Context: an optimization exercise on an open-source flow, tuned for a short achievable clock period and few clock cycles. The choices shown serve that exercise and are no tape-out recipe. Function was checked by simulation only, so behaviour that the tests miss may differ from the original. No activity file was given, so power comes from the tool's default toggle rates.

### design/flow/config.mk
export PLATFORM = sky130hd
export DESIGN_NAME = il_core
export DESIGN_NICKNAME = il_core
export VERILOG_FILES = /design/flow/design.v
export SDC_FILE = /design/flow/constraint.sdc
export NUM_CORES = 4
export LEC_CHECK = 0
export CAP_MARGIN = 20
export CORE_MARGIN = 2
export CORE_UTILIZATION = 40
export SETUP_SLACK_MARGIN = 3.0
export SLEW_MARGIN = 20
### design/flow/constraint.sdc
create_clock -name core_clock -period 8.0 [get_ports {clk}]
set_input_delay 1.6000 -clock core_clock [delete_from_list [all_inputs] [get_ports {clk}]]
set_output_delay 1.6000 -clock core_clock [all_outputs]
set_load 0.01 [all_outputs]
### design/flow/design.v
module il_core (
    input  wire        clk,
    input  wire        rst,
    input  wire        start,
    input  wire [15:0] prog_len,
    output wire        busy,
    output wire [15:0] acc,
    output wire [15:0] last_line,
    output wire [4:0]  esp,
    output wire [4:0]  csp,
    output wire        prog_valid,
    output wire [15:0] prog_addr,
    input  wire        prog_ready,
    input  wire [15:0] prog_word,
    input  wire [15:0] prog_opr,
    output wire        mem_valid,
    output wire        mem_we,
    output wire [1:0]  mem_region,
    output wire [4:0]  mem_slot,
    output wire [15:0] mem_wdata,
    input  wire        mem_ready,
    input  wire [15:0] mem_rdata
);
    localparam DEPTH = 20;
    localparam [4:0] OP_LOAD = 5'd1,  OP_STOR = 5'd2,  OP_SET = 5'd3,
                     OP_AND  = 5'd5,  OP_OR   = 5'd6,  OP_XOR = 5'd7,
                     OP_ADD  = 5'd8,  OP_SUB  = 5'd9,  OP_MUL = 5'd10,
                     OP_DIV  = 5'd11, OP_GT   = 5'd12, OP_GE  = 5'd13,
                     OP_EQ   = 5'd14, OP_NE   = 5'd15, OP_LE  = 5'd16,
                     OP_LT   = 5'd17, OP_JUMP = 5'd18, OP_CALL = 5'd19,
                     OP_RET  = 5'd20, OP_CLOSE = 5'd21;
    localparam [2:0] PH_RUN  = 3'd0,    
                     PH_CMEM = 3'd1,    
                     PH_MUL1 = 3'd2,
                     PH_MUL2 = 3'd3,
                     PH_MUL3 = 3'd4,
                     PH_DIV0 = 3'd5,
                     PH_DIVI = 3'd6;
    integer k;
    reg [15:0] acc_r;
    reg [15:0] last_line_r;
    reg [4:0]  esp_r;
    reg [4:0]  csp_r;
    reg [15:0] edisc;
    reg [4:0]  estk_op [0:DEPTH-1];    
    reg        estk_n  [0:DEPTH-1];    
    reg [15:0] estk_a  [0:DEPTH-1];    
    reg [15:0] cstk    [0:DEPTH-1];    
    reg        busy_r;
    reg        pv;         
    reg        fmore;      
    reg [15:0] pa;         
    reg [15:0] plen;
    reg        cp_push, cp_pop;
    reg [15:0] cp_val;
    wire [15:0] ctop = cp_push ? cp_val : (cp_pop ? cstk[1] : cstk[0]);
    function [7:0] decode_addr;    
        input [15:0] a;
        reg h0, h1, h2, h3, l0, l1, l2, l3, v;
        reg [4:0] dm;
        begin
            h0 = (a[15:5] == 11'd0);       
            h1 = (a[15:6] == 10'h09C);     
            h2 = (a[15:7] == 9'h0EA);      
            h3 = (a[15:7] == 9'h138);      
            l0 = (a[4:0] >= 5'd1)  && (a[4:0] <= 5'd26);
            l1 = (a[5:0] >= 6'h11) && (a[5:0] <= 6'h2A);
            l2 = (a[6:0] >= 7'h31) && (a[6:0] <= 7'h4A);
            l3 = (a[6:0] >= 7'h41) && (a[6:0] <= 7'h5A);
            v  = (h0 & l0) | (h1 & l1) | (h2 & l2) | (h3 & l3);
            dm = a[4:0] - 5'd1;             
            decode_addr = {v, {2{v}} & {h2 | h3, h1 | h3},
                           {5{v}} & {dm[4] ^ (h1 | h2), dm[3:0]}};
        end
    endfunction
    wire [4:0] p_op  = (prog_word[7:0] > 8'd21) ? 5'd0 : prog_word[4:0];
    wire       p_i   = prog_word[8];
    wire       p_n   = prog_word[9];
    wire       p_c   = prog_word[10];
    wire       p_g   = prog_word[11];
    wire       p_ld  = (p_op == OP_LOAD);
    wire       p_st  = (p_op == OP_STOR);
    wire       p_sr  = (p_op == 5'd3) || (p_op == 5'd4);
    wire       p_bin = (p_op >= OP_AND) && (p_op <= OP_LT);
    wire       p_md  = (p_op == OP_MUL) || (p_op == OP_DIV);
    wire       p_j   = (p_op == OP_JUMP);
    wire       p_cl  = (p_op == OP_CALL);
    wire       p_rt  = (p_op == OP_RET);
    wire       p_cls = (p_op == OP_CLOSE);
    wire       p_ctrl = p_j | p_cl | p_rt;
    wire [7:0] p_dec = decode_addr(prog_opr);
    wire       p_mok = p_dec[7];
    wire k_ld   = p_ld & !p_g;
    wire k_open = p_g & (p_ld | p_st | p_bin);
    wire k_stor = p_st & !p_g;
    wire k_bin  = p_bin & !p_g;
    wire [6:0] p_kind = {p_ctrl, p_cls, k_bin, p_sr, k_stor, k_open, k_ld};
    wire p_memreq = p_mok & ((k_ld & !p_i) | (k_open & p_bin & !p_i) |
                             k_stor | p_sr | (k_bin & !p_i));
    wire p_useimm = (p_ld & (p_i | p_g)) | (p_st & p_g) | (p_bin & p_i);
    wire [15:0] p_vimm = p_useimm ? prog_opr : 16'd0;
    wire p_rinv = k_ld & p_n;
    wire p_we   = k_stor | p_sr;
    wire p_mod  = !(k_stor | p_sr | p_ctrl);
    wire p_fin  = !p_cls & !(k_bin & p_md);    
    wire p_exec = !(p_op == 5'd0);    
    wire [15:0] pa1 = pa + 16'd1;
    localparam QW = 75;
    wire [QW-1:0] p_ent = {p_fin, p_mod, p_we, p_rinv, p_memreq, p_dec[4:0], p_dec[6:5],
                           pa1, p_vimm, prog_opr, p_c, p_n, p_i, p_op, p_kind};
    localparam QD = 3;
    reg [QW-1:0] q [0:QD-1];
    reg [QD:0]   qv;         
    wire         b_v = qv[0];
    reg        e_v;
    reg [2:0]  e_ph;
    reg [6:0]  e_kind;
    reg [4:0]  e_op;
    reg        e_i, e_n, e_c;
    reg [15:0] e_opr, e_vimm, e_line1;
    reg [1:0]  e_region;
    reg [4:0]  e_slot;
    reg        e_memreq, e_rinv, e_we, e_mod, e_fin;
    reg        m_req;      
    reg [15:0] mA, mB;
    reg [15:0] mS, mC;
    reg        mdiv;
    reg [15:0] dR, dD, dQ;
    reg [3:0]  dCnt;
    reg        dZero;
    wire e_kld   = e_kind[0];
    wire e_kopen = e_kind[1];
    wire e_kstor = e_kind[2];
    wire e_ksr   = e_kind[3];
    wire e_kbin  = e_kind[4];
    wire e_kcls  = e_kind[5];
    wire e_kctrl = e_kind[6];
    wire acc_nz = (acc_r != 16'd0);
    wire e_run  = e_v && (e_ph == PH_RUN);
    wire e_cm   = e_v && (e_ph == PH_CMEM);
    wire e_cond = acc_nz ^ e_n;
    assign mem_valid  = m_req & (!e_ksr | e_cond);
    assign mem_we     = e_we;
    assign mem_region = e_region;
    assign mem_slot   = e_slot;
    wire   mhs        = mem_valid & mem_ready;
    wire [15:0] wword = acc_r ^ {16{e_n}};
    assign mem_wdata  = e_ksr ? {15'd0, (e_op == OP_SET)}
                              : (e_region[1] ? wword : {15'd0, e_cond});
    wire [15:0] rdm   = {mem_rdata[15:1] & {15{e_region[1]}}, mem_rdata[0]};
    wire [15:0] rd_inv = rdm ^ {{15{e_rinv & e_region[1]}}, e_rinv};    
    wire [15:0] rd_bin = rdm ^ {16{e_n}};          
    wire [4:0]  top_op = estk_op[0];
    wire        top_n  = estk_n[0];
    wire [15:0] top_a  = estk_a[0];
    function [15:0] s16;
        input [16:0] x;
        s16 = x[15:0];
    endfunction
    function [16:0] add16;
        input [15:0] a;
        input [15:0] b;
        input        ci;
        reg   [15:0] g, p, gg, pp2;
        integer j, d;
        begin
            g = a & b;
            p = a ^ b;
            g[0] = g[0] | (p[0] & ci);
            gg  = g;
            pp2 = p;
            for (d = 1; d < 16; d = d * 2) begin
                for (j = 15; j >= d; j = j - 1) begin
                    gg[j]  = gg[j] | (pp2[j] & gg[j-d]);
                    pp2[j] = pp2[j] & pp2[j-d];
                end
            end
            add16 = {gg[15], p ^ {gg[14:0], ci}};
        end
    endfunction
    function [15:0] alu;
        input [4:0]  op;
        input [15:0] a;
        input [15:0] b;
        reg   [16:0] d, d2, sm;
        reg          lt, gt, cl, ce, cg, cmp;
        begin
            sm = add16(a, b, 1'b0);
            d  = add16(a, ~b, 1'b1);
            d2 = add16(b, ~a, 1'b1);
            lt = !d[16];
            gt = !d2[16];
            cl = (op == OP_LT) || (op == OP_LE) || (op == OP_NE);
            ce = (op == OP_GE) || (op == OP_EQ) || (op == OP_LE);
            cg = (op == OP_GT) || (op == OP_GE) || (op == OP_NE);
            cmp = lt ? cl : (gt ? cg : ce);
            alu = ({16{op == OP_AND}} & (a & b)) |
                  ({16{op == OP_OR}}  & (a | b)) |
                  ({16{op == OP_XOR}} & (a ^ b)) |
                  ({16{op == OP_ADD}} & sm[15:0]) |
                  ({16{op == OP_SUB}} & d[15:0]) |
                  {15'd0, cmp};
        end
    endfunction
    wire [15:0] ym = alu(e_op, acc_r, rd_bin);
    wire [4:0]  r_op = e_kcls ? top_op : e_op;
    wire [15:0] r_a  = e_kcls ? top_a : acc_r;
    wire [15:0] r_b  = (e_kcls ? acc_r : e_vimm) ^ {16{e_kcls ? top_n : e_n}};
    wire [15:0] yr   = alu(r_op, r_a, r_b);
    wire        r_md = (r_op == OP_MUL) || (r_op == OP_DIV);
    wire [7:0] acc_dec = decode_addr(acc_r);
    wire       c_disc  = (edisc != 16'd0);
    wire       c_empty = (esp_r == 5'd0);
    wire       c_ldst  = (top_op == OP_LOAD) || (top_op == OP_STOR);
    wire       c_done  = c_disc || c_empty || (!c_ldst && !r_md);
    function [31:0] csa;    
        input [15:0] x, y, z;
        reg   [15:0] s, c;
        begin
            s = x ^ y ^ z;
            c = (x & y) | (x & z) | (y & z);
            csa = {c[14:0], 1'b0, s};
        end
    endfunction
    reg [15:0] pp [0:15];
    always @(*) begin
        for (k = 0; k < 16; k = k + 1)
            pp[k] = mB[k] ? (mA << k) : 16'd0;
    end
    wire [31:0] l1a = csa(pp[0], pp[1], pp[2]);
    wire [31:0] l1b = csa(pp[3], pp[4], pp[5]);
    wire [31:0] l2a = csa(l1a[15:0], l1a[31:16], l1b[15:0]);
    wire [31:0] l2b = csa(l1b[31:16], pp[6], pp[7]);
    wire [31:0] l3a = csa(l2a[15:0], l2a[31:16], l2b[15:0]);
    wire [31:0] l4a = csa(l3a[15:0], l3a[31:16], l2b[31:16]);
    wire [31:0] h1a = csa(mS, mC, pp[8]);
    wire [31:0] h1b = csa(pp[9], pp[10], pp[11]);
    wire [31:0] h1c = csa(pp[12], pp[13], pp[14]);
    wire [31:0] h2a = csa(h1a[15:0], h1a[31:16], h1b[15:0]);
    wire [31:0] h2b = csa(h1b[31:16], h1c[15:0], h1c[31:16]);
    wire [31:0] h3a = csa(h2a[15:0], h2a[31:16], h2b[15:0]);
    wire [31:0] h3b = csa(h2b[31:16], pp[15], 16'd0);
    wire [31:0] h4a = csa(h3a[15:0], h3a[31:16], h3b[15:0]);
    wire [31:0] h5a = csa(h4a[15:0], h4a[31:16], h3b[31:16]);
    function [4:0] lzc;
        input [15:0] x;
        integer j;
        begin
            lzc = 5'd16;
            for (j = 0; j < 16; j = j + 1)
                if (x[j]) lzc = 5'd15 - j[4:0];
        end
    endfunction
    wire [4:0]  lzA = lzc(mA);
    wire [4:0]  lzB = lzc(mB);
    wire [4:0]  dS  = lzB - lzA;
    wire [16:0] d_t = {1'b0, dR} - {1'b0, dD};
    wire        d_ge = !d_t[16];
    reg e_done;
    always @(*) begin
        e_done = 1'b0;
        if (e_v) begin
            case (e_ph)
            PH_RUN:  e_done = e_kcls ? c_done : (e_fin && (!mem_valid || mem_ready));
            PH_CMEM: e_done = !m_req || mem_ready;
            PH_MUL3: e_done = 1'b1;
            PH_DIVI: e_done = dZero || (dCnt == 4'd0);
            default: e_done = 1'b0;
            endcase
        end
    end
    wire e_accept = !e_v || e_done;
    wire em_bin = e_run & e_kbin & e_fin & m_req;
    wire em_rd  = (e_run & (e_kld | (e_kopen & (esp_r != DEPTH))) & m_req) |
                  (e_cm & !e_we & m_req);
    reg        o_en;
    reg [15:0] o_val;
    always @(*) begin
        o_en  = 1'b0;
        o_val = 16'd0;
        if (e_v) begin
            case (e_ph)
            PH_RUN: begin
                if (e_kld && !e_memreq) begin
                    o_en = 1'b1;  o_val = e_vimm;
                end else if (e_kopen && !e_memreq && esp_r != DEPTH) begin
                    o_en = 1'b1;  o_val = e_vimm;
                end else if (e_kbin && e_fin && !e_memreq) begin
                    o_en = 1'b1;  o_val = yr;
                end else if (e_kcls && !c_disc && !c_empty) begin
                    if (top_op == OP_STOR) begin
                        o_en = 1'b1;  o_val = top_a;
                    end else if (top_op == OP_LOAD) begin
                        o_en = !acc_dec[7];  o_val = 16'd0;
                    end else if (!r_md && r_op >= OP_AND && r_op <= OP_LT) begin
                        o_en = 1'b1;  o_val = yr;
                    end
                end
            end
            PH_MUL3: begin
                o_en = 1'b1;  o_val = mS + mC;
            end
            PH_DIVI: begin
                o_en  = dZero || (dCnt == 4'd0);
                o_val = dZero ? 16'd0 : {dQ[14:0], d_ge};
            end
            default: ;
            endcase
        end
    end
    wire [15:0] acc_o  = o_en ? o_val : acc_r;
    wire        t_bin  = mem_ready & em_bin;
    wire        t_rd   = mem_ready & em_rd;
    wire [15:0] acc_nx = ({16{t_bin}} & ym) | ({16{t_rd}} & rd_inv) |
                         ({16{!(t_bin | t_rd)}} & acc_o);
    wire        hs       = pv && prog_ready;
    wire        lt_pa1   = (pa1 < plen);
    wire        lt_opr   = (prog_opr < plen);
    wire        lt_ctop  = (ctop < plen);
    reg         q_mod;
    always @(*) begin
        q_mod = 1'b0;
        for (k = 0; k < QD; k = k + 1)
            if (qv[k] && q[k][QW-2]) q_mod = 1'b1;
    end
    wire        acc_stable = !(e_v && e_mod) && !q_mod;
    wire        w_j      = (prog_word[7:0] == 8'd18);
    wire        w_cl     = (prog_word[7:0] == 8'd19);
    wire        w_rt     = (prog_word[7:0] == 8'd20);
    wire        w_ctrl   = w_j | w_cl | w_rt;
    wire        w_nop    = (prog_word[7:0] == 8'd0) || (prog_word[7:0] > 8'd21);
    wire        p_hold   = p_c && !acc_stable;
    wire        p_go     = !p_c || (acc_stable && (acc_nz ^ p_n));
    wire        p_push   = w_cl && p_go && (csp_r != DEPTH);
    wire        p_pop    = w_rt && p_go && (csp_r != 5'd0);
    wire        p_tj     = (w_j && p_go) || p_push;
    wire        p_tr     = w_rt && p_go;
    wire        p_toE    = !w_nop && (!w_ctrl || p_hold);
    wire [15:0] p_next   = p_tj ? prog_opr : (p_tr ? (p_pop ? ctop : 16'hFFFF) : pa1);
    wire        p_lt     = p_tj ? lt_opr : (p_tr ? (p_pop && lt_ctop) : lt_pa1);
    wire        p_more   = p_lt && !(w_ctrl && p_hold);
    wire        x_e      = e_run && e_kctrl;
    wire        e_go     = !e_c || e_cond;
    wire        e_push   = (e_op == OP_CALL) && e_go && (csp_r != DEPTH);
    wire        e_pop    = (e_op == OP_RET) && e_go && (csp_r != 5'd0);
    wire        e_tj     = ((e_op == OP_JUMP) && e_go) || e_push;
    wire        e_tr     = (e_op == OP_RET) && e_go;
    wire [15:0] e_next   = e_tj ? e_opr : (e_tr ? (e_pop ? ctop : 16'hFFFF) : e_line1);
    wire        e_lt     = e_tj ? (e_opr < plen) : (e_tr ? (e_pop && lt_ctop) : (e_line1 < plen));
    reg        fmore_n, e_v_n;
    reg [QD:0] qv_n;
    wire       q_pop  = e_accept && b_v;
    wire       q_push = hs && p_toE && !(e_accept && !b_v);
    always @(*) begin
        fmore_n = x_e ? e_lt : (hs ? p_more : fmore);
        for (k = 0; k < QD; k = k + 1) begin
            if (q_pop && !q_push)      qv_n[k] = qv[k+1];
            else if (q_push && !q_pop) qv_n[k] = qv[k] | ((k == 0) ? 1'b1 : qv[k-1]);
            else                       qv_n[k] = qv[k];
        end
        qv_n[QD] = 1'b0;
        e_v_n = e_v;
        if (e_accept) e_v_n = b_v || (hs && p_toE);
    end
    reg        sp_pend;
    reg [4:0]  sp_op;
    reg        sp_n;
    reg [15:0] sp_a;
    wire push_go = e_run && e_kopen && (esp_r != DEPTH) && (!m_req || mem_ready);
    wire pop_go  = e_run && e_kcls && !c_disc && !c_empty;
    always @(posedge clk) begin
        if (rst) begin
            sp_pend <= 1'b0;
        end else begin
            if (push_go) begin
                estk_op[0] <= e_op;
                estk_n[0]  <= e_n;
                estk_a[0]  <= acc_r;
                sp_op <= estk_op[0];
                sp_n  <= estk_n[0];
                sp_a  <= estk_a[0];
            end else if (pop_go) begin
                estk_op[0] <= sp_pend ? sp_op : estk_op[1];
                estk_n[0]  <= sp_pend ? sp_n  : estk_n[1];
                estk_a[0]  <= sp_pend ? sp_a  : estk_a[1];
            end
            if (sp_pend && !pop_go) begin
                estk_op[1] <= sp_op;
                estk_n[1]  <= sp_n;
                estk_a[1]  <= sp_a;
                for (k = 2; k < DEPTH; k = k + 1) begin
                    estk_op[k] <= estk_op[k-1];
                    estk_n[k]  <= estk_n[k-1];
                    estk_a[k]  <= estk_a[k-1];
                end
            end else if (pop_go && !sp_pend) begin
                for (k = 1; k < DEPTH - 1; k = k + 1) begin
                    estk_op[k] <= estk_op[k+1];
                    estk_n[k]  <= estk_n[k+1];
                    estk_a[k]  <= estk_a[k+1];
                end
            end
            sp_pend <= push_go;
        end
    end
    always @(posedge clk) begin
        if (rst) begin
            cp_push <= 1'b0;
            cp_pop  <= 1'b0;
        end else begin
            cp_push <= busy_r && (x_e ? e_push : (hs && p_push));
            cp_pop  <= busy_r && (x_e ? e_pop : (hs && p_pop));
            cp_val  <= x_e ? e_line1 : pa1;
            if (cp_push) begin
                cstk[0] <= cp_val;
                for (k = 1; k < DEPTH; k = k + 1) cstk[k] <= cstk[k-1];
            end else if (cp_pop) begin
                for (k = 0; k < DEPTH - 1; k = k + 1) cstk[k] <= cstk[k+1];
            end
        end
    end
    always @(posedge clk) begin
        if (rst) begin
            busy_r <= 1'b0;
            pv     <= 1'b0;
            fmore  <= 1'b0;
            qv     <= {(QD+1){1'b0}};
            e_v    <= 1'b0;
            e_ph   <= PH_RUN;
            m_req  <= 1'b0;
            e_slot   <= 5'd0;
            e_region <= 2'd0;
            acc_r  <= 16'd0;
            esp_r  <= 5'd0;
            csp_r  <= 5'd0;
            edisc  <= 16'd0;
            last_line_r <= 16'd0;
        end else if (!busy_r) begin
            if (start) begin
                busy_r <= 1'b1;
                plen   <= prog_len;
                pa     <= 16'd0;
                fmore  <= (prog_len != 16'd0);
                pv     <= (prog_len != 16'd0);
                if (prog_len == 16'd0) last_line_r <= 16'd0;
            end
        end else begin
            fmore  <= fmore_n;
            qv     <= qv_n;
            e_v    <= e_v_n;
            pv     <= fmore_n && !qv_n[QD-1];
            busy_r <= fmore_n || qv_n[0] || e_v_n;
            if (x_e) begin
                pa <= e_next;
                if (!e_lt) last_line_r <= e_next;
                if (e_push) csp_r <= csp_r + 5'd1;
                else if (e_pop) csp_r <= csp_r - 5'd1;
            end else if (hs) begin
                pa <= p_next;
                if (!p_more && !(w_ctrl && p_hold)) last_line_r <= p_next;
                if (p_push) csp_r <= csp_r + 5'd1;
                else if (p_pop) csp_r <= csp_r - 5'd1;
            end
            for (k = 0; k < QD; k = k + 1) begin
                if (q_pop) begin
                    if (hs && qv[k] && !qv[k+1]) q[k] <= p_ent;
                    else if (k < QD - 1) q[k] <= q[k+1];
                end else if (hs && !qv[k] && ((k == 0) || qv[k-1])) begin
                    q[k] <= p_ent;
                end
            end
            if (mhs) m_req <= 1'b0;
            if (e_accept) begin
                e_ph <= PH_RUN;
                {e_fin, e_mod, e_we, e_rinv, e_memreq, e_slot, e_region, e_line1, e_vimm,
                 e_opr, e_c, e_n, e_i, e_op, e_kind} <= b_v ? q[0] : p_ent;
                m_req <= b_v ? q[0][QW-5] : (hs && p_toE && p_memreq);
            end
            acc_r <= acc_nx;
            if (e_v) begin
                case (e_ph)
                PH_RUN: begin
                    if (e_kopen) begin
                        if (mhs || !e_memreq) begin
                            if (esp_r != DEPTH) begin
                                esp_r <= esp_r + 5'd1;
                            end else if (edisc != 16'hFFFF) begin
                                edisc <= edisc + 16'd1;
                            end
                        end
                    end else if (e_kbin) begin
                        if (mhs || !e_memreq) begin
                            if (!e_fin) begin
                                mA   <= acc_r;
                                mB   <= mhs ? rd_bin : r_b;
                                mdiv <= (e_op == OP_DIV);
                                e_ph <= (e_op == OP_DIV) ? PH_DIV0 : PH_MUL1;
                            end
                        end
                    end else if (e_kcls) begin
                        if (c_disc) begin
                            edisc <= edisc - 16'd1;
                        end else if (!c_empty) begin
                            esp_r <= esp_r - 5'd1;
                            if (c_ldst) begin
                                e_ph     <= PH_CMEM;
                                m_req    <= acc_dec[7];
                                e_region <= acc_dec[6:5];
                                e_slot   <= acc_dec[4:0];
                                e_we     <= (top_op == OP_STOR);
                                e_n      <= top_n;
                                e_rinv   <= top_n;
                            end else if (r_md) begin
                                mA   <= r_a;
                                mB   <= r_b;
                                mdiv <= (r_op == OP_DIV);
                                e_ph <= (r_op == OP_DIV) ? PH_DIV0 : PH_MUL1;
                            end
                        end
                    end
                end
                PH_MUL1: begin
                    mS   <= l4a[15:0];
                    mC   <= l4a[31:16];
                    e_ph <= PH_MUL2;
                end
                PH_MUL2: begin
                    mS   <= h5a[15:0];
                    mC   <= h5a[31:16];
                    e_ph <= PH_MUL3;
                end
                PH_DIV0: begin
                    dZero <= (mB == 16'd0) || (lzB < lzA);
                    dR    <= mA;
                    dD    <= mB << dS[3:0];
                    dQ    <= 16'd0;
                    dCnt  <= dS[3:0];
                    e_ph  <= PH_DIVI;
                end
                PH_DIVI: begin
                    if (d_ge) dR <= d_t[15:0];
                    dD   <= dD >> 1;
                    dQ   <= {dQ[14:0], d_ge};
                    dCnt <= dCnt - 4'd1;
                end
                default: ;
                endcase
            end
        end
    end
    assign busy       = busy_r;
    assign acc        = acc_r;
    assign last_line  = last_line_r;
    assign esp        = esp_r;
    assign csp        = csp_r;
    assign prog_valid = pv;
    assign prog_addr  = pa;
endmodule
### design/flow/run.sh
#!/bin/bash
# synth_recipe.tcl (not shown) runs the flow's synth.tcl, then flattens the netlist and writes it again
# the make line also repeats each setting of config.mk as NAME=value (left out here)
make -C /OpenROAD-flow-scripts/flow DESIGN_CONFIG=/design/flow/config.mk WORK_HOME=/design/flow/orfs CLKGATE_MAP_FILE= SYNTH_SCRIPT=/design/flow/synth_recipe.tcl finish
==> results of run 1 <==
==> state kept, by name (all words and copies together), names as in the netlist, 20 cells and up <==
register  cells
cstk        320
estk_a      320
q           219
estk_op     100
estk_n       20
==> what timing repair did <==
item                                    in CTS  in global routing
resized for setup                           22                 17
cloned                                       0                  1
endpoints found under the setup margin      44                 91
pin swaps                                    1                  1
setup buffers                                5                  3
==> per-layer routing <==
layer,routed length (um),GRT usage,vias to the layer above
met1,82800,0.278,23200
met4,5930,0.0690,2
met2,89500,0.335,1523
li1,-,-,21800
met3,11600,0.0324,337
met5,13,0,-
==> cell usage after synthesis (23+ instances only) <==
library cell and instances:
nor4_1 25, mux2i_1 122, or3_1 23, nor2_1 351, nand4_1 23, o211ai_1 30
nor3_1 66, and2_1 115, xnor2_1 114, a31oi_1 28, o21a_1 25, o31ai_1 23
o21ai_0 335, buf_2 43, fa_1 96, a211oi_1 47, edfxtp_1 1226, and3_1 44
ha_1 303, dfxtp_1 79, o22ai_1 39, inv_1 268, a21oi_1 272, mux2_2 741
nor2b_1 36, a221oi_1 30, nand2b_1 47, a21o_1 38, nand3_1 59, xor2_1 69
nand2_1 604, clkbuf_1 266
==> metrics by stage <==
step | hold slack [ns] | total power [mW] | utilization | cell area (um2) | TNS (ns)
after floorplan | 0.421 | 8.44 | - | 71400 | -108.94
after global placement | 0.425 | 8.88 | 0.427 | 75400 | 0
after detailed placement | 0.433 | 8.89 | 0.427 | 75400 | 0
after CTS | 0.434 | 15.6 | 0.454 | 80300 | 0
after global routing | 0.447 | 16.0 | 0.455 | 80500 | 0
final | 0.436 | 15.5 | 0.455 | 80500 | 0
==> path summary, 6_finish.rpt <==
check	start	slack, ns	to
worst max-delay path	acc_r[8]$_SDFFE_PP0P_	3.05	mem_wdata[0]
worst max register to register	pa[1]$_DFFE_PP_	3.27	last_line_r[1]$_SDFFE_PP0P_
worst min register to register	estk_a[18][15]$_DFFE_PP_	0.44	estk_a[19][15]$_DFFE_PP_
worst min-delay path	estk_a[18][15]$_DFFE_PP_	0.44	estk_a[19][15]$_DFFE_PP_
==> power by group <==
group	total (mW)	switching (mW)	internal (mW)
registers	7.55	0.0655	7.49
clock network	6.71	2.91	3.81
logic	1.23	0.775	0.458
==> worst register-to-register path: cells and delay by family (launching register included) <==
family / cells / cell delay (ns)
AO/OA/AOI/OAI: 5 / 1.53
adder cells (fa/ha/maj): 2 / 0.69
AND/OR/NAND/NOR: 5 / 1.44
buffers and inverters: 1 / 0.17
XOR/XNOR: 1 / 0.30
flip-flops: 1 / 0.50
==> cell families after synthesis <==
| group | Yosys count | share of synthesized area |
|---|---|---|
| adder cells (fa/ha/maj) | 399 | 0.0801 |
| AO/OA/AOI/OAI | 1048 | 0.0926 |
| buffers and inverters | 609 | 0.0336 |
| AND/OR/NAND/NOR | 1475 | 0.0965 |
| XOR/XNOR | 184 | 0.0229 |
| multiplexers | 869 | 0.136 |
| flip-flops | 1305 | 0.538 |
==> area by class of cell <==
| type | count | area, um2 |
|---|---|---|
| Fill cell | 16000 | 96200 |
| Sequential cell | 1305 | 38400 |
| Multi-Input combinational cell | 3976 | 30900 |
| Clock buffer | 184 | 3900 |
| Tap cell | 2340 | 2930 |
| Timing Repair Buffer | 264 | 2480 |
| Inverter | 270 | 1020 |
| Clock inverter | 88 | 886 |
==> results by group, run 1 <==
Synth
  – Cell Area, Synth: just over 70000 um2
  – FF+latch count, synth: between 1000 and 1500
  – Post-synth top flop: edfxtp_1
  – Syn Nets: 6357
  – Ys async rst share: 0
  – Top cell type by total area after synthesis: edfxtp_1
  – Post-synth EDFFs: about 1200
  – Synth unique cells: 105
  – Seq/Total Area, Yosys: 0.538
  – Syn_area_per_cell: approximately 12 um2
  – Synth top area cells: edfxtp_1, mux2_2, ha_1, nand2_1, fa_1
  – Yosys Warn Count: 8
  – Cells after Synth: approximately 5900
  – Synth top area share: 0.516

Route
  – DRC errors left: 0
  – Post-DRT Antenna Nets: 0
  – Vias: 46800
  – Final WL: 190000 um
  – Routed len/inst: 22.5 um
  – Drt first-iter violations: between 4000 and 5000
  – Vias per Instance: 5.55
  – First-pass DRT Iterations: 8

Clock network
  – Clock tree buffer depth: 3
  – CTS Buf Count: 149
  – Max H-tree Level: 4
  – Clk Latency, worst-skew pair: 0.80 ns
  – CTS tree: done
  – Clock sink count: 1305
  – Worst-path clk slew: 0.07 ns
  – Hold bufs inserted after CTS: 0
  – CTS Root Cell: clkbuf_16

Power and ir drop
  – Peak VDD IR: roughly 0.23 mV
  – Lkg Pwr: 28.6 nW
  – Power Density: around 190 nW/um2

Worst setup path
  – Crit path DAT: roughly 3.4 ns
  – R2r worst-path depth: 14
  – Crit path max fanout: 12
  – Crit. End Element: output port
  – Slowest CP cell: dfxtp_1
  – Critical Path Stages: 6
  – Crit path max-delay family: simple AND/OR/NAND/NOR gates
  – WP buf/inv: 1
  – Crit path largest cell delay: between 0.6 and 0.7 ns
  – CP required: about 6.4 ns
  – CP Cell Sequence: nor4_4 -> and4_4 -> mux2i_1 -> xnor2_1 -> o21ai_2 -> clkdlybuf4s50_1
  – Setup CP Type: reg2out
  – Crit path launch type: register

Die
  – Die ar.: 182000 um2
  – # IOs: 154
  – Core Area: 177000 um2
  – Rows: roughly 150
  – Die Y: 426 um
  – Die W: 426 um
  – Initial Utilization: 0.404

STA
  – Post-layout min period: 4.95 ns
  – Slew Viols, Final: 0
  – Worst setup margin: a little over 3 ns
  – Worst-margin pin slew: between 1 and 1.5 ns
  – Max-slew headroom: 0.254
  – Final worst-path cycle share: 0.619
  – Final setup violating endpoints: 0
  – RSZ-0062 raised after global routing: false
  – Max Fclk: 202 MHz
  – Hold Fails Final Rpt: 0
  – Clk_skew: 0.0477 ns

Layout
  – Commonest non-fill, non-tap cell in the layout: edfxtp_1
  – Commonest cells after routing, fill and taps aside: edfxtp_1, mux2_2, nand2_1
  – Fin cells: about 8400
  – Area Growth Syn to Fin: 12.8%
  – Nets: 6434
  – Ant. Diodes: 0
  – Fraction of layout cells with a size suffix above 1: 0.194

GRT
  – Initial antenna violation count: 8
  – Vias in the first global route: 46000
  – Total Routing Usage GR: 0.205
  – Largest net degree at the start of global routing: 199
  – GRT Residual Overflow: 0
  – First-pass GRT wire length: 286000 um

Run status
  – Status: timing/DRC/antenna clean

Hold path
  – Hold Path Class: reg2reg
  – Hold path depth: 0

Place
  – Post-Place Cells: 8144
  – Post-detail-place hpwl: between 100000 and 150000 um
  – Port buffer count: 149
  – Place WS: 2.12 ns
  – GP Congestion: 0.930

Flow run
  – Max-cap violations: 0
Testbench counts, summed over its fixed seeds: cycles 56,868.
==> run 2, diff against run 1 <==
--- a/design/flow/config.mk
+++ b/design/flow/config.mk
@@ -8,5 +8,5 @@
 export CAP_MARGIN = 20
 export CORE_MARGIN = 2
 export CORE_UTILIZATION = 40
-export SETUP_SLACK_MARGIN = 3.0
+export SETUP_SLACK_MARGIN = 5.0
 export SLEW_MARGIN = 20
==> results by group, run 2 <==
Route
  – Vias per Instance: 5.82
  – First-pass DRT Iterations: 7
  – Routed len/inst: 25.5 um
  – Vias: ~53000
  – Final WL: about 230000 um
  – Post-DRT Antenna Nets: 0
  – DRC errors left: 0
  – Drt first-iter violations: 5606

Clock network
  – Hold bufs inserted after CTS: 0
  – Worst-path clk slew: 0.06 ns
  – CTS tree: done
  – Clock tree buffer depth: 3
  – Clock sink count: around 1300
  – Clk Latency, worst-skew pair: roughly 0.84 ns
  – CTS Buf Count: 148
  – Max H-tree Level: 4
  – CTS Root Cell: clkbuf_16

STA
  – Final worst-path cycle share: 0.538
  – Setup_tns: 0 ns
  – Post-layout min period: between 4 and 5 ns
  – Worst-margin pin slew: approximately 1.2 ns
  – Hold Fails Final Rpt: 0
  – Final setup violating endpoints: 0
  – Slew Viols, Final: 0
  – Max Fclk: 233 MHz
  – Hold Slack: 0.432 ns
  – Clk_skew: ~0.056 ns
  – Max-slew headroom: 0.221
  – RSZ-0062 raised after global routing: true

Layout
  – Area Growth Syn to Fin: 33.2%
  – Nets: 7150
  – Biggest regs: cstk: 320 flops, estk_a: 320 flops, q: 219 flops
  – Final core occ: 0.538
  – Fraction of layout cells with a size suffix above 1: 0.400
  – Fillers: 14300
  – Commonest cells after routing, fill and taps aside: edfxtp_1, mux2_2, nand2_1
  – Commonest non-fill, non-tap cell in the layout: edfxtp_1

Worst setup path
  – Crit. End Element: output port
  – Crit path launch type: register
  – CP required: 6.40 ns
  – Setup CP Type: reg2out
  – R2R Setup Slk: 3.82 ns
  – Crit path DAT: around 2.7 ns
  – Crit path max fanout: 2

Synth
  – Count leader, synth: edfxtp_1
  – Yosys Warn Count: 8
  – Ys async rst share: 0
  – Commonest cells post-synth: edfxtp_1, mux2_2, nand2_1
  – FF+latch count, synth: 1305
  – Synth top area cells: edfxtp_1, mux2_2, ha_1, nand2_1, fa_1
  – Cell Area, Synth: 71300 um2
  – Synth top area share: 0.516
  – Post-synth EDFFs: 1226
  – Syn Nets: 6357
  – Cells after Synth: 5889
  – Top cell type by total area after synthesis: edfxtp_1
  – Post-synth top flop: edfxtp_1
  – Seq/Total Area, Yosys: 0.538
  – Synth unique cells: between 100 and 150
  – Syn_area_per_cell: 12.1 um2

GRT
  – Met1 GRT Util: 0.315
  – Vias in the first global route: 51000
  – Gr busiest metal: met2
  – Met2 usage: 0.384
  – First-pass GRT wire length: roughly 330000 um
  – M3 GR Usage: 0.0524
  – GRT Residual Overflow: 0
  – Total Routing Usage GR: 0.242
  – Initial antenna violation count: 9
  – Largest net degree at the start of global routing: between 100 and 150

Die
  – Die ar.: approximately 180000 um2
  – Rows: 154
  – Initial Utilization: 0.404
  – Die W: 426 um
  – Core Area: 177000 um2
  – # IOs: 154
  – Die Y: roughly 430 um

Power and ir drop
  – Power Density: about 170 nW/um2
  – Peak VDD IR: 0.222 mV
  – Lkg Pwr: ~35 nW

Place
  – Post-detail-place hpwl: between 100000 and 150000 um
  – Port buffer count: 149
  – GP Congestion: 0.929

Run status
  – Status: timing/DRC/antenna clean

Flow run
  – Max-cap violations: 0

Hold path
  – Hold Path Class: reg2reg
==> run 2: timing repair <==
item                       in CTS  in global routing
buffers inserted              431                184
setup endpoints to repair    2007                974
cloned                         93                 21
pin swaps                     291                240
resized for setup            1674                532
==> run 2: cell type report <==
cell class | count | area [um2] | area share
antenna | 5 | 12.5 | 0.000132
clock buffer | 190 | 3960 | 0.0417
clock inverter | 80 | 863 | 0.00909
inverter | 270 | 1070 | 0.0112
multi-input combinational | 3989 | 35700 | 0.376
sequential | 1305 | 38500 | 0.406
tap | 2340 | 2930 | 0.0308
timing repair buffer | 967 | 11900 | 0.125
timing repair inverter | 1 | 7.51 | 0.0000790
==> run 2: stage by stage <==
| step | worst slack (ns) | instances | cell area [um2] | power [mW] |
|---|---|---|---|---|
| finish | 3.70 | 9147 | 95000 | 16.3 |
| floorplan | -0.275 | 5889 | 71500 | 8.44 |
| global placement | 2.29 | 8142 | 75400 | 8.87 |
| detailed placement | 2.24 | 8142 | 75400 | 8.88 |
| global route | 3.66 | 9144 | 95000 | 16.7 |
| CTS | 3.75 | 8936 | 90900 | 16.1 |
==> run 2: per-layer routing <==
metal	share of wire	vias up
li1	-	23300
met1	0.39	26500
met2	0.46	2673
met3	0.092	765
met4	0.060	6
met5	0.00012	-
==> run 2: power by group <==
group | switching, mW | internal, mW
Sequential | 0.0711 | 7.48
Combinational | 1.06 | 0.864
Clock | 2.96 | 3.84
Total | 4.08 | 12.2
==> run 2: worst max-delay path: stages (launching register included) <==
cell and delay, ns:
dfxtp_2 0.33, buf_12 0.12, clkinvlp_4 0.12, ha_4 0.15, nor4b_4 0.25, and4_4 0.32
buf_6 0.14, xor2_4 0.19, a21boi_2 0.09, buf_2 0.15
==> run 2: kinds of logic after synthesis <==
logic type / count (synthesis) / share of synthesized area
flip-flops: 1305 / 0.538
AND/OR/NAND/NOR: 1475 / 0.0965
buffers and inverters: 609 / 0.0336
AO/OA/AOI/OAI: 1048 / 0.0926
XOR/XNOR: 184 / 0.0229
adder cells (fa/ha/maj): 399 / 0.0801
multiplexers: 869 / 0.136
==> run 2: path summary, 6_finish.rpt <==
path,start,end,cells after the start
setup reg to reg,acc_r[0]$_SDFFE_PP0P_,q[2][51]$_DFFE_PP_,25
hold reg to reg,estk_n[18]$_DFFE_PP_,estk_n[19]$_DFFE_PP_,0
setup / recovery,acc_r[0]$_SDFFE_PP0P_,mem_valid,9
hold / removal,estk_n[18]$_DFFE_PP_,estk_n[19]$_DFFE_PP_,0
==> run 3, diff against run 2 <==
--- a/design/flow/design.v
+++ b/design/flow/design.v
@@ -103,10 +103,11 @@
     wire p_we   = k_stor | p_sr;
     wire p_mod  = !(k_stor | p_sr | p_ctrl);
     wire p_fin  = !p_cls & !(k_bin & p_md);    
+    wire p_nacc = !(k_ld | (k_bin & p_memreq & !p_md));    
     wire p_exec = !(p_op == 5'd0);    
     wire [15:0] pa1 = pa + 16'd1;
-    localparam QW = 75;
-    wire [QW-1:0] p_ent = {p_fin, p_mod, p_we, p_rinv, p_memreq, p_dec[4:0], p_dec[6:5],
+    localparam QW = 76;
+    wire [QW-1:0] p_ent = {p_nacc, p_fin, p_mod, p_we, p_rinv, p_memreq, p_dec[4:0], p_dec[6:5],
                            pa1, p_vimm, prog_opr, p_c, p_n, p_i, p_op, p_kind};
     localparam QD = 3;
     reg [QW-1:0] q [0:QD-1];
@@ -120,7 +121,10 @@
     reg [15:0] e_opr, e_vimm, e_line1;
     reg [1:0]  e_region;
     reg [4:0]  e_slot;
-    reg        e_memreq, e_rinv, e_we, e_mod, e_fin;
+    reg        e_memreq, e_rinv, e_we, e_mod, e_fin, e_nacc;
+    reg        w_pend;
+    reg [4:0]  w_op;
+    reg [15:0] w_b;
     reg        m_req;      
     reg [15:0] mA, mB;
     reg [15:0] mS, mC;
@@ -136,10 +140,11 @@
     wire e_kcls  = e_kind[5];
     wire e_kctrl = e_kind[6];
     wire acc_nz = (acc_r != 16'd0);
-    wire e_run  = e_v && (e_ph == PH_RUN);
+    wire e_stall = w_pend && e_nacc;
+    wire e_run  = e_v && (e_ph == PH_RUN) && !e_stall;
     wire e_cm   = e_v && (e_ph == PH_CMEM);
     wire e_cond = acc_nz ^ e_n;
-    assign mem_valid  = m_req & (!e_ksr | e_cond);
+    assign mem_valid  = m_req & (!e_ksr | e_cond) & !e_stall;
     assign mem_we     = e_we;
     assign mem_region = e_region;
     assign mem_slot   = e_slot;
@@ -202,7 +207,7 @@
                   {15'd0, cmp};
         end
     endfunction
-    wire [15:0] ym = alu(e_op, acc_r, rd_bin);
+    wire [15:0] yw = alu(w_op, acc_r, w_b);
     wire [4:0]  r_op = e_kcls ? top_op : e_op;
     wire [15:0] r_a  = e_kcls ? top_a : acc_r;
     wire [15:0] r_b  = (e_kcls ? acc_r : e_vimm) ^ {16{e_kcls ? top_n : e_n}};
@@ -261,7 +266,7 @@
         e_done = 1'b0;
         if (e_v) begin
             case (e_ph)
-            PH_RUN:  e_done = e_kcls ? c_done : (e_fin && (!mem_valid || mem_ready));
+            PH_RUN:  e_done = !e_stall && (e_kcls ? c_done : (e_fin && (!mem_valid || mem_ready)));
             PH_CMEM: e_done = !m_req || mem_ready;
             PH_MUL3: e_done = 1'b1;
             PH_DIVI: e_done = dZero || (dCnt == 4'd0);
@@ -280,7 +285,7 @@
         o_val = 16'd0;
         if (e_v) begin
             case (e_ph)
-            PH_RUN: begin
+            PH_RUN: if (!e_stall) begin
                 if (e_kld && !e_memreq) begin
                     o_en = 1'b1;  o_val = e_vimm;
                 end else if (e_kopen && !e_memreq && esp_r != DEPTH) begin
@@ -308,11 +313,10 @@
             endcase
         end
     end
-    wire [15:0] acc_o  = o_en ? o_val : acc_r;
+    wire [15:0] acc_o  = o_en ? o_val : (w_pend ? yw : acc_r);
     wire        t_bin  = mem_ready & em_bin;
     wire        t_rd   = mem_ready & em_rd;
-    wire [15:0] acc_nx = ({16{t_bin}} & ym) | ({16{t_rd}} & rd_inv) |
-                         ({16{!(t_bin | t_rd)}} & acc_o);
+    wire [15:0] acc_nx = t_rd ? rd_inv : acc_o;
     wire        hs       = pv && prog_ready;
     wire        lt_pa1   = (pa1 < plen);
     wire        lt_opr   = (prog_opr < plen);
@@ -321,9 +325,9 @@
     always @(*) begin
         q_mod = 1'b0;
         for (k = 0; k < QD; k = k + 1)
-            if (qv[k] && q[k][QW-2]) q_mod = 1'b1;
+            if (qv[k] && q[k][QW-3]) q_mod = 1'b1;
     end
-    wire        acc_stable = !(e_v && e_mod) && !q_mod;
+    wire        acc_stable = !(e_v && e_mod) && !q_mod && !w_pend;
     wire        w_j      = (prog_word[7:0] == 8'd18);
     wire        w_cl     = (prog_word[7:0] == 8'd19);
     wire        w_rt     = (prog_word[7:0] == 8'd20);
@@ -428,13 +432,14 @@
             e_v    <= 1'b0;
             e_ph   <= PH_RUN;
             m_req  <= 1'b0;
+            w_pend <= 1'b0;
+            pa       <= 16'd0;
             e_slot   <= 5'd0;
             e_region <= 2'd0;
             acc_r  <= 16'd0;
             esp_r  <= 5'd0;
             csp_r  <= 5'd0;
             edisc  <= 16'd0;
-            last_line_r <= 16'd0;
         end else if (!busy_r) begin
             if (start) begin
                 busy_r <= 1'b1;
@@ -442,22 +447,20 @@
                 pa     <= 16'd0;
                 fmore  <= (prog_len != 16'd0);
                 pv     <= (prog_len != 16'd0);
-                if (prog_len == 16'd0) last_line_r <= 16'd0;
+                last_line_r <= pa;
             end
         end else begin
             fmore  <= fmore_n;
             qv     <= qv_n;
             e_v    <= e_v_n;
             pv     <= fmore_n && !qv_n[QD-1];
-            busy_r <= fmore_n || qv_n[0] || e_v_n;
+            busy_r <= fmore_n || qv_n[0] || e_v_n || t_bin;
             if (x_e) begin
                 pa <= e_next;
-                if (!e_lt) last_line_r <= e_next;
                 if (e_push) csp_r <= csp_r + 5'd1;
                 else if (e_pop) csp_r <= csp_r - 5'd1;
             end else if (hs) begin
                 pa <= p_next;
-                if (!p_more && !(w_ctrl && p_hold)) last_line_r <= p_next;
                 if (p_push) csp_r <= csp_r + 5'd1;
                 else if (p_pop) csp_r <= csp_r - 5'd1;
             end
@@ -472,14 +475,17 @@
             if (mhs) m_req <= 1'b0;
             if (e_accept) begin
                 e_ph <= PH_RUN;
-                {e_fin, e_mod, e_we, e_rinv, e_memreq, e_slot, e_region, e_line1, e_vimm,
+                {e_nacc, e_fin, e_mod, e_we, e_rinv, e_memreq, e_slot, e_region, e_line1, e_vimm,
                  e_opr, e_c, e_n, e_i, e_op, e_kind} <= b_v ? q[0] : p_ent;
-                m_req <= b_v ? q[0][QW-5] : (hs && p_toE && p_memreq);
+                m_req <= b_v ? q[0][QW-6] : (hs && p_toE && p_memreq);
             end
-            acc_r <= acc_nx;
+            acc_r  <= acc_nx;
+            w_pend <= t_bin;
+            w_op   <= e_op;
+            w_b    <= rd_bin;
             if (e_v) begin
                 case (e_ph)
-                PH_RUN: begin
+                PH_RUN: if (!e_stall) begin
                     if (e_kopen) begin
                         if (mhs || !e_memreq) begin
                             if (esp_r != DEPTH) begin
@@ -550,7 +556,7 @@
     end
     assign busy       = busy_r;
     assign acc        = acc_r;
-    assign last_line  = last_line_r;
+    assign last_line  = busy_r ? last_line_r : pa;
     assign esp        = esp_r;
     assign csp        = csp_r;
     assign prog_valid = pv;
==> results by group, run 3 <==
Die
  – Die ar.: 184000 um2
  – Rows: 156
  – Initial Utilization: 0.402
  – Core Area: 180000 um2
  – Die Y: between 400 and 500 um
  – # IOs: ~150
  – Die W: roughly 430 um

GRT
  – Vias in the first global route: around 52000
  – GRT Residual Overflow: 0
  – Total Routing Usage GR: 0.237
  – Largest net degree at the start of global routing: 218
  – Initial antenna violation count: 6
  – First-pass GRT wire length: roughly 330000 um

Worst setup path
  – WP buf/inv: 2
  – Crit path max-delay family: simple AND/OR/NAND/NOR gates
  – Critical Path Start: acc_r[14]$_SDFFE_PP0P_
  – Reg2reg start: e_kind[5]$_DFFE_PP_
  – Crit path DAT: 2.89 ns
  – CP required: 6.40 ns
  – Crit. End Element: output port
  – CP Cell Sequence: or4_4 -> nor4b_4 -> buf_6 -> nand2_4 -> mux2i_1 -> xor2_1 -> o21ai_2 -> buf_2
  – Setup CP Type: reg2out
  – R2r worst-path depth: 17
  – Crit path max fanout: 3
  – Crit path largest cell delay: slightly below 0.6 ns
  – Slowest CP cell: or4_4
  – R2R Setup Slk: 3.91 ns
  – R2r endpoint: acc_r[14]$_SDFFE_PP0P_
  – Crit path launch type: register

STA
  – Hold Fails Final Rpt: 0
  – Worst-margin pin slew: 1.22 ns
  – RSZ-0062 raised after global routing: true
  – Max-slew headroom: 0.189
  – Post-layout min period: about 4.5 ns
  – Hold Slack: about 0.44 ns
  – Final setup violating endpoints: 0
  – Slew Viols, Final: 0
  – Clk_skew: 0.0759 ns
  – Final worst-path cycle share: 0.561
  – Max Fclk: 223 MHz
  – Setup_tns: 0 ns

Layout
  – Final core occ: 0.534
  – Fillers: between 10000 and 15000
  – Final instance area: 96200 um2
  – Area Growth Syn to Fin: 33.0%
  – Nets: 7197
  – Commonest cells after routing, fill and taps aside: edfxtp_1, mux2_2, nand2_1
  – Fraction of layout cells with a size suffix above 1: 0.401
  – Biggest regs: cstk: 320 flops, estk_a: 320 flops, q: 222 flops
  – Commonest non-fill, non-tap cell in the layout: edfxtp_1

Power and ir drop
  – Clock power share: 0.431
  – Flop pwr share: 0.481
  – Peak VDD IR: 0.164 mV
  – Internal: 12.2 mW
  – Sw power: roughly 3.8 mW
  – Switching power share of the total: 0.240
  – Comb pwr share: 0.088
  – Power Density: 166 nW/um2
  – Lkg Pwr: 35.2 nW

Synth
  – Top cell type by total area after synthesis: edfxtp_1
  – Synth top area cells: edfxtp_1, mux2_2, ha_1, nand2_1, fa_1
  – Cells after Synth: 5970
  – Post-synth EDFFs: 1251
  – Synth top area share: 0.519
  – Synth unique cells: ~100
  – FF+latch count, synth: 1331
  – Post-synth top flop: edfxtp_1
  – Seq/Total Area, Yosys: 0.541
  – Count leader, synth: edfxtp_1
  – Cell Area, Synth: 72300 um2
  – Syn_area_per_cell: 12.1 um2
  – Syn Nets: 6431
  – Ys async rst share: 0
  – Commonest cells post-synth: edfxtp_1, mux2_2, nand2_1
  – Yosys Warn Count: 8

Clock network
  – Clock sink count: 1331
  – CTS Root Cell: clkbuf_16
  – Clock tree buffer depth: 3
  – CTS Buf Count: about 150
  – Worst-path clk slew: 0.06 ns
  – CTS tree: done
  – Clk Latency, worst-skew pair: 0.82 ns
  – Max H-tree Level: 4

Route
  – Final WL: between 200000 and 250000 um
  – Vias per Instance: between 5 and 6
  – Vias: 53900
  – Routed len/inst: 25.4 um
  – Post-DRT Antenna Nets: 0
  – Drt first-iter violations: 5537
  – DRC errors left: 0
  – First-pass DRT Iterations: 9

Hold path
  – Hold Path Sink: cstk[19][10]$_DFFE_PP_
  – Worst hold path startpoint: cstk[18][10]$_DFFE_PP_
  – Hold path depth: 0
  – Hold Path Class: reg2reg

Flow run
  – Max-cap violations: 0

Place
  – Placed cell area: 76800 um2
  – Post-detail-place hpwl: 130000 um
  – Port buffer count: 149
  – GP Congestion: 0.930

Run status
  – Status: timing/DRC/antenna clean
[run 3: cell count changes after synthesis, sizes merged, moves of 17 or more]
cell    before   now
nor2       353   330
and3        44    17
nor3        69    92
and2       115   132
o211ai      30    56
edfxtp    1226  1251
inv        269   302
o21ai      340   323
[run 3: worst max path at each step]
| stage | endpoint | slack (ns) | cells after the start |
|---|---|---|---|
| after floorplan | estk_a[10][0]$_DFFE_PP_ | -0.13 | 3 |
| after global placement | q[1][1]$_DFFE_PP_ | 2.51 | 10 |
| after detailed placement | q[0][3]$_DFFE_PP_ | 2.51 | 9 |
| after CTS | mem_wdata[0] | 3.53 | 9 |
| after global routing | mem_wdata[0] | 3.43 | 8 |
| final | mem_wdata[0] | 3.51 | 8 |
[run 3: power by group through the flow]
stage / logic, mW / registers [mW] / clock network (mW)
after floorplan: 0.618 / 7.82 / 0
after global placement: 0.914 / 7.85 / 0
after detailed placement: 0.925 / 7.85 / 0
after CTS: 1.25 / 7.68 / 6.99
after global routing: 1.47 / 7.69 / 7.29
final: 1.41 / 7.69 / 6.89
[run 3: worst register-to-register path, stage by stage, from the launching register on]
cell and delay (ns):
edfxtp_1 0.52, mux2i_4 0.26, buf_12 0.16, buf_12 0.12, xnor2_4 0.13, inv_2 0.11
ha_4 0.14, inv_1 0.05, fa_2 0.38, nor2_2 0.11, o221ai_2 0.12, a311o_1 0.33
o31a_1 0.31, a211oi_2 0.28, mux2i_1 0.25, o221ai_2 0.19, a221oi_2 0.35, o32ai_1 0.15
[run 3: kinds of logic after synthesis]
family          count (synthesis)  synth area share
simple gates                 1476            0.0954
xor+xnor                      178            0.0216
flops                        1331             0.541
compound gates               1094            0.0969
buf+inv                       634            0.0338
fa+ha+maj                     392            0.0778
mux                           865             0.133
[run 3: per-layer routing]
| metal | track usage | wire (um) |
|---|---|---|
| met5 | 0 | 46 |
| met4 | 0.120 | 15200 |
| met3 | 0.0490 | 21200 |
| met2 | 0.387 | 109000 |
| met1 | 0.297 | 88500 |
[run 3: per-stage QoR]
| stage | worst slack (ns) | instances | total power, mW |
|---|---|---|---|
| after detailed placement | 2.51 | 8259 | 8.78 |
| after floorplan | -0.127 | 5970 | 8.44 |
| after CTS | 3.53 | 9061 | 15.9 |
| final | 3.51 | 9235 | 16.0 |
| after global routing | 3.43 | 9232 | 16.4 |
| after global placement | 2.51 | 8258 | 8.76 |
[run 3: final cells by class]
cell class / count / area [um2] / area share
antenna: 5 / 12.5 / 0.000130
clock buffer: 194 / 4020 / 0.0418
clock inverter: 81 / 871 / 0.00905
inverter: 303 / 1200 / 0.0124
multi-input combinational: 4017 / 35900 / 0.374
sequential: 1331 / 39300 / 0.409
tap: 2370 / 2970 / 0.0308
timing repair buffer: 933 / 11800 / 0.123
timing repair inverter: 1 / 5.00 / 0.0000520
[run 3: timing repair]
item | CTS | global route
gates cloned | 97 | 22
pin swaps | 278 | 313
setup endpoints to repair | 1911 | 1291
hold buffers | 0 | 0
buffers inserted | 430 | 146
resized for setup | 1598 | 693
Testbench counts of run 3, summed over its fixed seeds: cycles 59,354.
==> run 4, diff against run 3 <==
--- a/design/flow/design.v
+++ b/design/flow/design.v
@@ -98,7 +98,7 @@
     wire p_memreq = p_mok & ((k_ld & !p_i) | (k_open & p_bin & !p_i) |
                              k_stor | p_sr | (k_bin & !p_i));
     wire p_useimm = (p_ld & (p_i | p_g)) | (p_st & p_g) | (p_bin & p_i);
-    wire [15:0] p_vimm = p_useimm ? prog_opr : 16'd0;
+    wire [15:0] p_vimm = (p_useimm ? prog_opr : 16'd0) ^ {16{p_n & k_bin}};
     wire p_rinv = k_ld & p_n;
     wire p_we   = k_stor | p_sr;
     wire p_mod  = !(k_stor | p_sr | p_ctrl);
@@ -139,19 +139,19 @@
     wire e_kbin  = e_kind[4];
     wire e_kcls  = e_kind[5];
     wire e_kctrl = e_kind[6];
-    wire acc_nz = (acc_r != 16'd0);
+    reg  acc_nz;     
     wire e_stall = w_pend && e_nacc;
     wire e_run  = e_v && (e_ph == PH_RUN) && !e_stall;
     wire e_cm   = e_v && (e_ph == PH_CMEM);
     wire e_cond = acc_nz ^ e_n;
-    assign mem_valid  = m_req & (!e_ksr | e_cond) & !e_stall;
+    reg        mv_r;
+    reg [15:0] wd_r;
+    assign mem_valid  = mv_r;
     assign mem_we     = e_we;
     assign mem_region = e_region;
     assign mem_slot   = e_slot;
     wire   mhs        = mem_valid & mem_ready;
-    wire [15:0] wword = acc_r ^ {16{e_n}};
-    assign mem_wdata  = e_ksr ? {15'd0, (e_op == OP_SET)}
-                              : (e_region[1] ? wword : {15'd0, e_cond});
+    assign mem_wdata  = wd_r;
     wire [15:0] rdm   = {mem_rdata[15:1] & {15{e_region[1]}}, mem_rdata[0]};
     wire [15:0] rd_inv = rdm ^ {{15{e_rinv & e_region[1]}}, e_rinv};    
     wire [15:0] rd_bin = rdm ^ {16{e_n}};          
@@ -208,11 +208,10 @@
         end
     endfunction
     wire [15:0] yw = alu(w_op, acc_r, w_b);
-    wire [4:0]  r_op = e_kcls ? top_op : e_op;
-    wire [15:0] r_a  = e_kcls ? top_a : acc_r;
-    wire [15:0] r_b  = (e_kcls ? acc_r : e_vimm) ^ {16{e_kcls ? top_n : e_n}};
-    wire [15:0] yr   = alu(r_op, r_a, r_b);
-    wire        r_md = (r_op == OP_MUL) || (r_op == OP_DIV);
+    wire [15:0] yr   = alu(e_op, acc_r, e_vimm);             
+    wire [15:0] c_b  = acc_r ^ {16{top_n}};
+    wire [15:0] yc   = alu(top_op, top_a, c_b);               
+    wire        r_md = (top_op == OP_MUL) || (top_op == OP_DIV);
     wire [7:0] acc_dec = decode_addr(acc_r);
     wire       c_disc  = (edisc != 16'd0);
     wire       c_empty = (esp_r == 5'd0);
@@ -227,26 +226,16 @@
             csa = {c[14:0], 1'b0, s};
         end
     endfunction
-    reg [15:0] pp [0:15];
+    reg [15:0] mt [0:43];
     always @(*) begin
         for (k = 0; k < 16; k = k + 1)
-            pp[k] = mB[k] ? (mA << k) : 16'd0;
+            mt[k] = mB[k] ? (mA << k) : 16'd0;
+        for (k = 0; k < 14; k = k + 1) begin
+            mt[16 + 2*k] = mt[3*k] ^ mt[3*k+1] ^ mt[3*k+2];
+            mt[17 + 2*k] = ((mt[3*k] & mt[3*k+1]) | (mt[3*k] & mt[3*k+2]) |
+                            (mt[3*k+1] & mt[3*k+2])) << 1;
+        end
     end
-    wire [31:0] l1a = csa(pp[0], pp[1], pp[2]);
-    wire [31:0] l1b = csa(pp[3], pp[4], pp[5]);
-    wire [31:0] l2a = csa(l1a[15:0], l1a[31:16], l1b[15:0]);
-    wire [31:0] l2b = csa(l1b[31:16], pp[6], pp[7]);
-    wire [31:0] l3a = csa(l2a[15:0], l2a[31:16], l2b[15:0]);
-    wire [31:0] l4a = csa(l3a[15:0], l3a[31:16], l2b[31:16]);
-    wire [31:0] h1a = csa(mS, mC, pp[8]);
-    wire [31:0] h1b = csa(pp[9], pp[10], pp[11]);
-    wire [31:0] h1c = csa(pp[12], pp[13], pp[14]);
-    wire [31:0] h2a = csa(h1a[15:0], h1a[31:16], h1b[15:0]);
-    wire [31:0] h2b = csa(h1b[31:16], h1c[15:0], h1c[31:16]);
-    wire [31:0] h3a = csa(h2a[15:0], h2a[31:16], h2b[15:0]);
-    wire [31:0] h3b = csa(h2b[31:16], pp[15], 16'd0);
-    wire [31:0] h4a = csa(h3a[15:0], h3a[31:16], h3b[15:0]);
-    wire [31:0] h5a = csa(h4a[15:0], h4a[31:16], h3b[31:16]);
     function [4:0] lzc;
         input [15:0] x;
         integer j;
@@ -297,8 +286,8 @@
                         o_en = 1'b1;  o_val = top_a;
                     end else if (top_op == OP_LOAD) begin
                         o_en = !acc_dec[7];  o_val = 16'd0;
-                    end else if (!r_md && r_op >= OP_AND && r_op <= OP_LT) begin
-                        o_en = 1'b1;  o_val = yr;
+                    end else if (!r_md && top_op >= OP_AND && top_op <= OP_LT) begin
+                        o_en = 1'b1;  o_val = yc;
                     end
                 end
             end
@@ -317,6 +306,8 @@
     wire        t_bin  = mem_ready & em_bin;
     wire        t_rd   = mem_ready & em_rd;
     wire [15:0] acc_nx = t_rd ? rd_inv : acc_o;
+    wire        nz_nx  = t_rd ? (rd_inv != 16'd0) :
+                         (o_en ? (o_val != 16'd0) : (w_pend ? (yw != 16'd0) : acc_nz));
     wire        hs       = pv && prog_ready;
     wire        lt_pa1   = (pa1 < plen);
     wire        lt_opr   = (prog_opr < plen);
@@ -355,6 +346,21 @@
     reg [QD:0] qv_n;
     wire       q_pop  = e_accept && b_v;
     wire       q_push = hs && p_toE && !(e_accept && !b_v);
+    wire [QW-1:0] src = b_v ? q[0] : p_ent;    
+    wire       c_to_cm = e_run && e_kcls && !c_disc && !c_empty && c_ldst;
+    wire       m_req_nx = c_to_cm ? acc_dec[7] :
+                          e_accept ? (b_v ? q[0][QW-6] : (hs && p_toE && p_memreq)) :
+                          (m_req && !mhs);
+    wire       ksr_nx  = !c_to_cm && (e_accept ? src[3] : e_ksr);
+    wire       n_nx    = c_to_cm ? top_n : (e_accept ? src[13] : e_n);
+    wire       set_nx  = e_accept ? (src[11:7] == OP_SET) : (e_op == OP_SET);
+    wire       p_word  = (prog_opr[15:7] == 9'h0EA) || (prog_opr[15:7] == 9'h138);
+    wire       word_nx = c_to_cm ? acc_dec[6] :
+                         (e_accept ? (b_v ? q[0][64] : p_word) : e_region[1]);
+    wire       nacc_nx = e_accept ? src[QW-1] : e_nacc;
+    wire       mv_nx   = m_req_nx && (!ksr_nx || (nz_nx ^ n_nx)) && !(t_bin && nacc_nx);
+    wire [15:0] wd_nx  = ksr_nx ? {15'd0, set_nx} :
+                         (word_nx ? (acc_nx ^ {16{n_nx}}) : {15'd0, nz_nx ^ n_nx});
     always @(*) begin
         fmore_n = x_e ? e_lt : (hs ? p_more : fmore);
         for (k = 0; k < QD; k = k + 1) begin
@@ -432,11 +438,13 @@
             e_v    <= 1'b0;
             e_ph   <= PH_RUN;
             m_req  <= 1'b0;
+            mv_r   <= 1'b0;
             w_pend <= 1'b0;
             pa       <= 16'd0;
             e_slot   <= 5'd0;
             e_region <= 2'd0;
             acc_r  <= 16'd0;
+            acc_nz <= 1'b0;
             esp_r  <= 5'd0;
             csp_r  <= 5'd0;
             edisc  <= 16'd0;
@@ -472,14 +480,16 @@
                     q[k] <= p_ent;
                 end
             end
-            if (mhs) m_req <= 1'b0;
+            m_req <= m_req_nx;
+            mv_r  <= mv_nx;
+            wd_r  <= wd_nx;
             if (e_accept) begin
                 e_ph <= PH_RUN;
                 {e_nacc, e_fin, e_mod, e_we, e_rinv, e_memreq, e_slot, e_region, e_line1, e_vimm,
                  e_opr, e_c, e_n, e_i, e_op, e_kind} <= b_v ? q[0] : p_ent;
-                m_req <= b_v ? q[0][QW-6] : (hs && p_toE && p_memreq);
             end
             acc_r  <= acc_nx;
+            acc_nz <= nz_nx;
             w_pend <= t_bin;
             w_op   <= e_op;
             w_b    <= rd_bin;
@@ -498,7 +508,7 @@
                         if (mhs || !e_memreq) begin
                             if (!e_fin) begin
                                 mA   <= acc_r;
-                                mB   <= mhs ? rd_bin : r_b;
+                                mB   <= mhs ? rd_bin : e_vimm;
                                 mdiv <= (e_op == OP_DIV);
                                 e_ph <= (e_op == OP_DIV) ? PH_DIV0 : PH_MUL1;
                             end
@@ -510,29 +520,23 @@
                             esp_r <= esp_r - 5'd1;
                             if (c_ldst) begin
                                 e_ph     <= PH_CMEM;
-                                m_req    <= acc_dec[7];
                                 e_region <= acc_dec[6:5];
                                 e_slot   <= acc_dec[4:0];
                                 e_we     <= (top_op == OP_STOR);
                                 e_n      <= top_n;
                                 e_rinv   <= top_n;
                             end else if (r_md) begin
-                                mA   <= r_a;
-                                mB   <= r_b;
-                                mdiv <= (r_op == OP_DIV);
-                                e_ph <= (r_op == OP_DIV) ? PH_DIV0 : PH_MUL1;
+                                mA   <= top_a;
+                                mB   <= c_b;
+                                mdiv <= (top_op == OP_DIV);
+                                e_ph <= (top_op == OP_DIV) ? PH_DIV0 : PH_MUL1;
                             end
                         end
                     end
                 end
                 PH_MUL1: begin
-                    mS   <= l4a[15:0];
-                    mC   <= l4a[31:16];
-                    e_ph <= PH_MUL2;
-                end
-                PH_MUL2: begin
-                    mS   <= h5a[15:0];
-                    mC   <= h5a[31:16];
+                    mS   <= mt[42];
+                    mC   <= mt[43];
                     e_ph <= PH_MUL3;
                 end
                 PH_DIV0: begin
==> results by group, run 4 <==
Layout
  – Register area: about 40000 um2
  – Fraction of layout cells with a size suffix above 1: 0.397
  – Nets: roughly 7900
  – Area Growth Syn to Fin: 38.0%
  – Fillers: 14900
  – Fin cells: 10000
  – Final instance area: 105000 um2
  – Commonest non-fill, non-tap cell in the layout: edfxtp_1
  – Biggest regs: cstk: 320 flops, estk_a: 320 flops, q: 222 flops

STA
  – RSZ-0062 raised after global routing: true
  – Hold Fails Final Rpt: 0
  – Max Fclk: 221 MHz
  – Final setup violating endpoints: 0
  – Final worst-path cycle share: 0.566
  – Worst-margin pin slew: 1.17 ns
  – Post-layout min period: 4.53 ns

GRT
  – First-pass GRT wire length: 355000 um
  – Largest net degree at the start of global routing: 201
  – Total Routing Usage GR: 0.241
  – Met1 GRT Util: 0.317
  – GRT Residual Overflow: 0
  – M3 GR Usage: 0.0393
  – Vias in the first global route: 55700

Worst setup path
  – Critical Path Start: mB[5]$_DFFE_PP_
  – R2R Setup Slk: 3.47 ns
  – Setup CP Type: reg2reg
  – R2r endpoint: mS[15]$_DFFE_PP_
  – CP required: 8.55 ns
  – Crit path max fanout: 2

Clock network
  – Clock tree buffer depth: 3
  – Max H-tree Level: 4
  – CTS Buf Count: 151
  – Hold bufs inserted after CTS: 0
  – Worst-path clk slew: 0.06 ns
  – CTS tree: done

Hold path
  – Hold path depth: 0

Synth
  – Syn_area_per_cell: 11.8 um2
  – FF+latch count, synth: between 1000 and 1500
  – Top cell type by total area after synthesis: edfxtp_1
  – Cells after Synth: 6428
  – Syn Nets: 6969

Place
  – Port buffer count: roughly 150
  – Post-Place Cells: 8846
  – Placed cell area: 80500 um2

Route
  – DRC errors left: 0
  – Routed len/inst: 27.2 um

Run status
  – Status: timing/DRC/antenna clean

Die
  – Die Y: 440 um

Power and ir drop
  – Power Density: 153 nW/um2
==> run 4: cell types whose count changed after synthesis, sizes merged, moves of 18 or more <==
cell    before  now
nor2       330  437
ha         296  380
a21oi      273  352
nand2      596  521
inv        302  333
a21o        41   67
clkbuf     272  297
or3         15   36
nor3        92  110
==> run 4: layout make-up <==
class                   instances  area share
clock inverters                91     0.00829
diodes                          4   0.0000953
well taps                    2511      0.0299
multi-input cells            4389       0.383
repair inverters                2    0.000143
clock buffers                 189      0.0379
repair buffers               1155       0.148
flip-flops and latches       1349       0.380
inverters                     335      0.0126
==> run 4: cell families after synthesis <==
logic type               after synthesis  share of synthesized area
adder cells (fa/ha/maj)              473                     0.0869
multiplexers                         868                      0.127
AO/OA/AOI/OAI                       1227                      0.105
XOR/XNOR                             203                     0.0234
flip-flops                          1349                      0.522
AND/OR/NAND/NOR                     1609                      0.101
buffers and inverters                699                     0.0353
==> run 4: report_power, final <==
group / internal, mW / leakage [nW] / switching (mW)
Combinational: 0.619 / 25.3 / 0.778
Clock: 3.84 / 2.36 / 3.09
Sequential: 7.72 / 12.2 / 0.0634
==> run 4: layer usage <==
metal	vias up	wire length [um]
li1	25700	-
met1	29700	107000
met2	3171	125000
met3	928	23100
met4	4	18400
met5	-	21
==> run 4: what timing repair did <==
item,CTS,global route
buffers inserted,456,221
cloned,75,143
endpoints found under the hold margin,0,0
pin swaps,305,286
gates resized for setup,1628,1231
endpoints found under the setup margin,1803,1852
==> run 4: critical path, stage by stage, from the launching register on <==
cell and delay, ns:
edfxtp_1 0.50, inv_2 0.15, nor2_4 0.05, fa_1 0.56, inv_2 0.05, fa_1 0.54
inv_2 0.04, fa_1 0.47, inv_1 0.05, fa_1 0.46, fa_2 0.40, xnor2_2 0.16
xnor2_2 0.15, xnor2_1 0.20, xnor2_1 0.17, xnor2_1 0.17, xnor2_1 0.10
==> run 4: worst max-delay path by stage <==
stage | depth (start not counted) | slack, ns | to
after floorplan | 3 | -0.15 | estk_a[10][0]$_DFFE_PP_
after global placement | 15 | 2.39 | mv_r$_SDFFE_PP0P_
after detailed placement | 15 | 2.46 | mv_r$_SDFFE_PP0P_
after CTS | 15 | 3.58 | mS[15]$_DFFE_PP_
after global routing | 16 | 3.31 | mS[15]$_DFFE_PP_
final | 16 | 3.47 | mS[15]$_DFFE_PP_
==> run 4: per-stage QoR <==
stage	utilization	total power [mW]	hold WS, ns	TNS [ns]	worst slack [ns]
final	0.554	16.1	0.416	0	3.47
after CTS	0.504	15.9	0.406	0	3.58
after global placement	0.424	8.83	0.426	0	2.39
after floorplan	-	8.49	0.421	-59.67	-0.151
after global routing	0.554	16.5	0.428	0	3.31
after detailed placement	0.425	8.84	0.432	0	2.46
Testbench counts of run 4, summed over its fixed seeds: cycles 58,059.

==> re-timing with driven ports <==
The flow's constraints put no driver on any port. The routed layouts listed below were extracted and timed again, unchanged, in two steps. Step 1 sets driving cells, clkbuf_16 on the clock port and buf_2 on the other inputs (assumed; they add their load-dependent delay and slew). Step 2, shift: input delay + t, output delay - t, t = (earliest + latest rising clock arrival at the registers) / 2. This alone moves slack from input paths to output paths. a / b / c = ideal / step 1 / step 2; a / b = the first two.
run	shift t [ns]	setup slack, ns
run 1	0.867	3.050 / 2.969 / 2.373
run 2	0.896	3.700 / 3.614 / 3.198
run 3	0.852	3.512 / 3.439 / 3.402
run 4	0.906	3.474 / 3.474 / 2.857
After both steps every run listed still meets setup and hold.
